Source: an optimization exercise on an open RTL-to-GDS flow (aim: small area, a short achievable clock period and few clock cycles). Production flows keep margins and buffers that such runs may drop.
Where RTL was checked, it was by simulation tests only, not by an equivalence proof against the original.
Power figures rest on the tool's default switching activity, not on a simulated workload.

run Y:
==> flow/design.v (excerpt) <==
module t1_codec (
    input  wire        clk,
    input  wire        rst,
    input  wire        tx_in_valid,
    output wire        tx_in_ready,
    input  wire [7:0]  tx_in_data,
    input  wire        tx_in_crc,
    output wire        tx_out_valid,
    input  wire        tx_out_ready,
    output wire [7:0]  tx_out_data,
    output wire        tx_out_last,
    input  wire        rx_in_valid,
    output wire        rx_in_ready,
    input  wire [7:0]  rx_in_data,
    input  wire        rx_in_crc,
    input  wire        rx_ns_slave,
    input  wire        rx_ns_master,
    input  wire        rx_orig_chained,
    input  wire [7:0]  rx_last_tx_pcb,
    output wire        rx_data_valid,
    input  wire        rx_data_ready,
    output wire [7:0]  rx_data,
    output wire        rx_stat_valid,
    input  wire        rx_stat_ready,
    output wire [7:0]  rx_stat_nad,
    output wire [7:0]  rx_stat_pcb,
    output wire [7:0]  rx_stat_len,
    output wire [1:0]  rx_stat_kind,
  ...
Size: ~740 cells after synthesis, ~140 flip-flops, ~100 I/O pins, about 7000 µm² of cells after synthesis.
export LEC_CHECK = 0
export ABC_AREA = 1
export CAP_MARGIN = 20
export CORE_MARGIN = 2
export CORE_UTILIZATION = 40
export SETUP_SLACK_MARGIN = 2.2
export SLEW_MARGIN = 20
export BUFFER_PORTS_ARGS = -buffer_cell sky130_fd_sc_hd__buf_1
export CTS_ARGS = -sink_clustering_enable -repair_clock_nets -dont_use_dummy_load -sink_clustering_size 30 -sink_clustering_max_diameter 80 -buf_list {sky130_fd_sc_hd__clkbuf_4 sky130_fd_sc_hd__clkbuf_8}
create_clock -name core_clock -period 4.0 [get_ports {clk}]
standard.sh (not shown) runs the stock make flow with config.mk's settings and CLKGATE_MAP_FILE= SYNTH_SCRIPT=/design/flow/synth_recipe.tcl, a recipe that flattens the netlist after the stock synthesis.
==> flow/flow/run.sh <==
#!/bin/bash
# The standard layout, with: plain buffers on the ports; sizing free to
# change a cell's footprint; a clock tree of larger clusters of small
# clock buffers without dummy loads; and a delay-constrained (map -D), area-recovering ABC mapping
# script (flow/abc_area.script) in place of ORFS's (ABC_AREA is set).
# Everything else, registers included, is the standard synthesis and flow.
set -euo pipefail
here=$(pwd)
rm -rf "$here/scripts"
cp -r "$FLOW_HOME/scripts" "$here/scripts"
cp "$here/flow/abc_area.script" "$here/scripts/abc_area.script"
cat >> config.mk <<'MK'
export BUFFER_PORTS_ARGS = -buffer_cell sky130_fd_sc_hd__buf_1
export CTS_ARGS = -sink_clustering_enable -repair_clock_nets -dont_use_dummy_load -sink_clustering_size 30 -sink_clustering_max_diameter 80 -buf_list {sky130_fd_sc_hd__clkbuf_4 sky130_fd_sc_hd__clkbuf_8}
MK
bash standard.sh MATCH_CELL_FOOTPRINT=0 SCRIPTS_DIR="$here/scripts" finish > standard.log 2>&1
==> flow/flow/abc_area.script <==
strash
dch -f
map -D 1000
topo
stime -c
buffer -c
upsize -c
dnsize -c
Run Y has completed all stages; timing, DRC and antenna checks passed.
[inputs] run A vs run Y
Settings: SETUP_SLACK_MARGIN now 2.1, was 2.2.
--- outcome ---
- Critical path class: reg2reg -> run Y, reg2out -> run A
- Run A against run Y: critical path arrival has decreased; H-tree depth reported by CTS barely changed; overall via count from detail_route went down by 91; total wire length -1.7%; first-iteration DRC count increased by 3.3% relative to the old numbers.
- Run Y → run A: achievable clock frequency moved up, sequential portion of the cell area rose 2.5 points, total stage count of the critical path now sits lower.
No run of this note included a check of the RTL's function; only the layout flow was run.

---

## job 4758
t1_codec, a different RTL version from the one above (not shown whole).
For scale: ~100 I/O pins, ~5800 µm² of cells after synthesis.
export LEC_CHECK = 0
export ABC_AREA = 1
export CAP_MARGIN = 20
export CORE_MARGIN = 2
export CORE_UTILIZATION = 40
export SETUP_SLACK_MARGIN = 2.0
export SLEW_MARGIN = 20
export BUFFER_PORTS_ARGS = -buffer_cell sky130_fd_sc_hd__buf_1
export CTS_ARGS = -sink_clustering_enable -repair_clock_nets -dont_use_dummy_load -sink_clustering_size 30 -sink_clustering_max_diameter 80 -buf_list {sky130_fd_sc_hd__clkbuf_8}
create_clock -name core_clock -period 4.0 [get_ports {clk}]
==> flow/flow/run.sh <==
#!/bin/bash
# The standard layout, with: plain buffers on the ports; sizing free to
# change a cell's footprint; a clock tree of larger clusters of small
# clock buffers without dummy loads; and an delay-constrained (map -D), area-recovering ABC mapping
# script (flow/abc_area.script) in place of ORFS's (ABC_AREA is set).
# Everything else, registers included, is the standard synthesis and flow.
set -euo pipefail
here=$(pwd)
rm -rf "$here/scripts"
cp -r "$FLOW_HOME/scripts" "$here/scripts"
cp "$here/flow/abc_area.script" "$here/scripts/abc_area.script"
cat >> config.mk <<'MK'
export BUFFER_PORTS_ARGS = -buffer_cell sky130_fd_sc_hd__buf_1
export CTS_ARGS = -sink_clustering_enable -repair_clock_nets -dont_use_dummy_load -sink_clustering_size 30 -sink_clustering_max_diameter 80 -buf_list {sky130_fd_sc_hd__clkbuf_8}
MK
bash standard.sh MATCH_CELL_FOOTPRINT=0 SCRIPTS_DIR="$here/scripts" finish > standard.log 2>&1
Scripts as last shown in full above: flow/flow/abc_area.script
Job 4758 completed end to end with timing, DRC and antenna clean.
Testbench counts of job 4758, summed over its fixed seeds: cycles 17,575.
#### Input delta (job 2433 over job 4758)
Settings: a change of CTS_ARGS from -sink_clustering_enable -repair_clock_nets -dont_use_dummy_load -sink_clustering_size 30 -sink_clustering_max_diameter 80 -buf_list {sky130_fd_sc_hd__clkbuf_8} to -sink_clustering_enable -repair_clock_nets -dont_use_dummy_load -sink_clustering_size 30 -sink_clustering_max_diameter 80 -buf_list {sky130_fd_sc_hd__clkbuf_4 sky130_fd_sc_hd__clkbuf_8}.
diff --git a/flow/flow/run.sh b/flow/flow/run.sh
--- a/flow/flow/run.sh
+++ b/flow/flow/run.sh
@@ -3,3 +3,3 @@
 # change a cell's footprint; a clock tree of larger clusters of small
-# clock buffers without dummy loads; and an delay-constrained (map -D), area-recovering ABC mapping
+# clock buffers without dummy loads; and an area-oriented ABC mapping
 # script (flow/abc_area.script) in place of ORFS's (ABC_AREA is set).
@@ -13,3 +13,3 @@
 export BUFFER_PORTS_ARGS = -buffer_cell sky130_fd_sc_hd__buf_1
-export CTS_ARGS = -sink_clustering_enable -repair_clock_nets -dont_use_dummy_load -sink_clustering_size 30 -sink_clustering_max_diameter 80 -buf_list {sky130_fd_sc_hd__clkbuf_8}
+export CTS_ARGS = -sink_clustering_enable -repair_clock_nets -dont_use_dummy_load -sink_clustering_size 30 -sink_clustering_max_diameter 80 -buf_list {sky130_fd_sc_hd__clkbuf_4 sky130_fd_sc_hd__clkbuf_8}
 MK
==> flow/flow/abc_area.script <==
strash
dch -f
map -D 800
topo
stime -c
buffer -c
upsize -c
dnsize -c
Findings:
The global-route usage over all layers of job 4758 and that of job 2433 are within noise of each other. Delta (job 2433 minus job 4758): number of nets in the finished design increased 61, fraction of final layout cells with drive strength greater than 1 decreased by 2.6 points relative to the old numbers. Job 2433 vs job 4758, overall routed net length went up by about 7%.
What job 7699 does differently from job 2433 at the input level:
==> flow/flow/abc_area.script <==
strash
dch -f
map -D 1200
topo
stime -c
buffer -c
upsize -c
dnsize -c
==> comparison <==
- Both conditions hold for job 7699: the flow ran to the end and the final layout passed the timing, design-rule and antenna checks.
- Diff job 2433 -> job 7699: signed area change from the synthesized netlist to the final layout shows an increase of 6.3 points; highest clock frequency the design can meet down 0.40%; power share of the clock group rose 0.9 points; total routing usage reported by global routing went down by 0.29 points; placer congestion estimate shows an increase of 1.3%.
- Row area of the core: job 7699 lower / job 2433 higher
- For the share of the core filled with cells in the final layout, job 7699 came in 2.9 points higher than job 2433 did.
- Re post-synthesis area per instance: job 7699 and job 2433 aren't equal, and the higher value belongs to job 7699.
- Compared job 7699 against job 2433; maximum single-stage delay on the critical path within noise.
- Job 7699 vs job 2433 — cell area after technology mapping dropped by a few percent
- Uppermost signal routing layer after detailed routing: met4 -> job 2433, met5 -> job 7699
- Met1 track utilization from global routing in job 7699 vs job 2433: down 0.33 points
Inputs modified between job 7699 and job 4544:
==> flow/flow/abc_area.script <==
strash
dch -f
map -D 1000
topo
stime -c
buffer -c
upsize -c
dnsize -c
- Higher post-route cell area goes to job 7699 over job 4544.
- Between job 4544 and job 7699, the final critical-path setup slack does not differ in any meaningful way.
- Re final hold slack: job 4544 and job 7699 aren't equal, and the higher value belongs to job 7699.
- | area occupied by registers | job 7699 vs job 4544 | ≈ equal |
- Job 4544 finished every step from synthesis to the final layout, and the layout passed the timing, design-rule and antenna checks.
- Comparing job 4544 and job 7699, the lower post-synthesis to final-layout area growth is on job 4544.
- In terms of register-to-register slack, job 4544 and job 7699 differ only marginally.
- In terms of peak clock frequency supported by timing, job 4544 and job 7699 differ only marginally.
- Looking at highest metal layer used by the detailed router, the met5 result is from job 7699; the met4 one comes from job 4544.
- Sequential share of layout area: job 4544 > job 7699

---

Another version of the RTL of t1_codec (not shown whole).
Size in the first run: ~940 cells after synthesis, about 100 I/O pins.
==> flow/config.mk <==
export PLATFORM = sky130hd
export DESIGN_NAME = t1_codec
export DESIGN_NICKNAME = t1_codec
export VERILOG_FILES = /design/flow/design.v
export SDC_FILE = /design/flow/constraint.sdc
export NUM_CORES = 4
export LEC_CHECK = 0
export ABC_AREA = 1
export CAP_MARGIN = 20
export CORE_MARGIN = 2
export CORE_UTILIZATION = 40
export SETUP_SLACK_MARGIN = 2.0
export SLEW_MARGIN = 20
export BUFFER_PORTS_ARGS = -buffer_cell sky130_fd_sc_hd__buf_2
export CTS_ARGS = -sink_clustering_enable -repair_clock_nets -dont_use_dummy_load -sink_clustering_size 30 -sink_clustering_max_diameter 80
==> flow/constraint.sdc <==
create_clock -name core_clock -period 4.0 [get_ports {clk}]
set_input_delay 0.8000 -clock core_clock [delete_from_list [all_inputs] [get_ports {clk}]]
set_output_delay 0.8000 -clock core_clock [all_outputs]
set_load 0.01 [all_outputs]
==> flow/flow/run.sh <==
#!/bin/bash
# The standard layout, with plain buffers on the ports, sizing free to
# change a cell's footprint, and a clock tree of fewer, larger clusters
# without dummy loads.
set -euo pipefail
cat >> config.mk <<'MK'
export BUFFER_PORTS_ARGS = -buffer_cell sky130_fd_sc_hd__buf_2
export CTS_ARGS = -sink_clustering_enable -repair_clock_nets -dont_use_dummy_load -sink_clustering_size 30 -sink_clustering_max_diameter 80
MK
bash standard.sh MATCH_CELL_FOOTPRINT=0 finish > standard.log 2>&1
The starting point went through all stages and came out clean.
Testbench counts at the start, summed over its fixed seeds: cycles 17,575.
Next try:
==> flow/run.sh (new file) <==
#!/bin/bash
# synth_recipe.tcl (not shown) runs the flow's synth.tcl, then flattens the netlist and writes it again
# the make line also repeats each setting of config.mk as NAME=value (left out here)
make -C /OpenROAD-flow-scripts/flow DESIGN_CONFIG=/design/flow/config.mk WORK_HOME=/design/flow/orfs CLKGATE_MAP_FILE= SYNTH_SCRIPT=/design/flow/synth_recipe.tcl finish
ABC_AREA = unset   (was 1)
BUFFER_PORTS_ARGS = unset   (was -buffer_cell sky130_fd_sc_hd__buf_2)
CTS_ARGS = unset   (was -sink_clustering_enable -repair_clock_nets -dont_use_dummy_load -sink_clustering_size 30 -sink_clustering_max_diameter 80)
SETUP_SLACK_MARGIN = 1.7   (was 2.0)
removed: flow/flow/run.sh
removed: flow/standard.sh
What happened:
- via count decreases by about 15%
- clock-buffer cell count does not change
- critical path depth decreases by 1
- synthesized area decreases by 6.4%
Next try:
ABC_AREA = 1   (was unset)
CORE_UTILIZATION = 60   (was 40)
SETUP_SLACK_MARGIN = 2.0   (was 1.7)
Worst setup slack gets better by 190 ps.
Sequential cell count is unchanged.
Combinational power increases by about 9%.
Clock skew barely changes.
Critical path depth increases by 10.
Design area increases by about 8%.
Non-clock buffer count increases by 19.
Final cell count increases by 23%.
Sequential power stays flat.
Synthesized area increases by about 7%.
Next try:
==> flow/flow/run.sh (new file) <==
#!/bin/bash
# The standard layout, with plain buffers on the ports and sizing free to
# change a cell's footprint.
set -euo pipefail
cat >> config.mk <<'MK'
export BUFFER_PORTS_ARGS = -buffer_cell sky130_fd_sc_hd__buf_2
MK
bash standard.sh MATCH_CELL_FOOTPRINT=0 finish > standard.log 2>&1
==> flow/standard.sh (new file) <==
#!/bin/bash
# synth_recipe.tcl (not shown) runs the flow's synth.tcl, then flattens the netlist and writes it again
# the make line also repeats each setting of config.mk as NAME=value (left out here)
make -C /OpenROAD-flow-scripts/flow DESIGN_CONFIG=/design/flow/config.mk WORK_HOME=/design/flow/orfs CLKGATE_MAP_FILE= SYNTH_SCRIPT=/design/flow/synth_recipe.tcl "${@:-finish}"
BUFFER_PORTS_ARGS = -buffer_cell sky130_fd_sc_hd__buf_2   (was unset)
CORE_UTILIZATION = 40   (was 60)
removed: flow/run.sh
Final cell count came out higher by 4.8%. Area after synthesis does not change. Routed wire length came out lower by 8.5%. Total power came out higher by 0.85%. Synthesized cell count does not change. Worst setup slack gains 130 ps. Maximum frequency came out higher by 6.8%. Global-route usage came out lower by 13 points. Design area came out lower by 6.4%. Via count came out lower by 9.3%.
Next try:
==> flow/flow/run.sh (replaced) <==
#!/bin/bash
# The standard layout, with plain buffers on the ports, sizing free to
# change a cell's footprint, and a clock tree of fewer, larger clusters
# without dummy loads.
set -euo pipefail
cat >> config.mk <<'MK'
export BUFFER_PORTS_ARGS = -buffer_cell sky130_fd_sc_hd__buf_2
export CTS_ARGS = -sink_clustering_enable -repair_clock_nets -dont_use_dummy_load -sink_clustering_size 30 -sink_clustering_max_diameter 80 -buf_list {sky130_fd_sc_hd__clkbuf_4 sky130_fd_sc_hd__clkbuf_8}
MK
bash standard.sh MATCH_CELL_FOOTPRINT=0 finish > standard.log 2>&1
CTS_ARGS = -sink_clustering_enable -repair_clock_nets -dont_use_dummy_load -sink_clustering_size 30 -sink_clustering_max_diameter 80 -buf_list {sky130_fd_sc_hd__clkbuf_4 sky130_fd_sc_hd__clkbuf_8}   (was unset)
Effect:
- sequential power hardly moves
- wire length falls slightly
- die area stays the same
- power is lower by a quarter to a third
- synthesized cell count stays the same
- worst setup slack gets better by 7.4 ps
- global-route usage falls by 0.21 points
- sequential share of layout area came out higher by 2.0 points
- final area is lower by a few percent
- count of clock-buffer cells in the layout does not change
- synthesized area is unchanged
Next try:
==> flow/flow/run.sh (replaced) <==
#!/bin/bash
# The standard layout, with plain buffers on the ports and sizing free to
# change a cell's footprint.
set -euo pipefail
cat >> config.mk <<'MK'
export BUFFER_PORTS_ARGS = -buffer_cell sky130_fd_sc_hd__buf_2
MK
bash standard.sh MATCH_CELL_FOOTPRINT=0 finish > standard.log 2>&1
CTS_ARGS = unset   (was -sink_clustering_enable -repair_clock_nets -dont_use_dummy_load -sink_clustering_size 30 -sink_clustering_max_diameter 80 -buf_list {sky130_fd_sc_hd__clkbuf_4 sky130_fd_sc_hd__clkbuf_8})
SETUP_SLACK_MARGIN = 2.3   (was 2.0)
Outcome: Synthesized cell count stays the same; routed wire length came out higher by about a fifth; non-clock buffer count climbs by 102; count of clock-buffer cells in the layout stays the same; fmax decreases slightly; clock skew goes down by 29 ps; power goes up by a quarter to a third.

==> port drivers added, routing unchanged <==
In the flow no input, the clock included, has a driving cell. The finished layouts below were timed again as built, in two steps. Step 1, drivers: a clkbuf_16 drives clk and a buf_2 each remaining input, both assumed. Step 2 also shifts input and output timing later by t, the mid clock arrival at the registers, as if the neighbouring blocks saw the same clock. a / b / c = no drivers / after step 1 / after step 2; a / b = the first two.
run | t (ns) | setup WS [ns] | worst register clock-pin slew, ns | pins driven straight from the clock port
run Y | 0.474 | 2.086 / 2.086 / 1.758 | 0.10 / 0.10 | 1
run A | 0.482 | 2.126 / 2.087 / 1.694 | 0.10 / 0.10 | 1
job 4758 | 0.406 | 1.959 / 1.934 / 1.689 | 0.12 / 0.12 | 1
job 2433 | 0.407 | 1.965 / 1.929 / 1.592 | 0.11 / 0.11 | 1
job 7699 | 0.404 | 1.957 / 1.912 / 1.594 | 0.12 / 0.12 | 1
job 4544 | 0.406 | 1.959 / 1.934 / 1.689 | 0.12 / 0.12 | 1
the first run of note 3 | 0.453 | 2.053 / 2.005 / 1.669 | 0.06 / 0.06 | 1
the second run of note 3 | 0.463 | 1.726 / 1.686 / 1.274 | 0.06 / 0.06 | 1
the third run of note 3 | 0.464 | 1.917 / 1.917 / 1.554 | 0.06 / 0.06 | 1
the fourth run of note 3 | 0.462 | 2.049 / 2.001 / 1.625 | 0.06 / 0.06 | 1
the fifth run of note 3 | 0.468 | 2.057 / 2.018 / 1.645 | 0.09 / 0.09 | 1
the sixth run of note 3 | 0.470 | 2.050 / 2.005 / 1.795 | 0.06 / 0.06 | 1
After both steps every run listed still meets setup and hold. For the second run of note 3, which loses most, drivers alone change the setup slack by -0.040 ns; drivers and shift together by -0.452 ns.
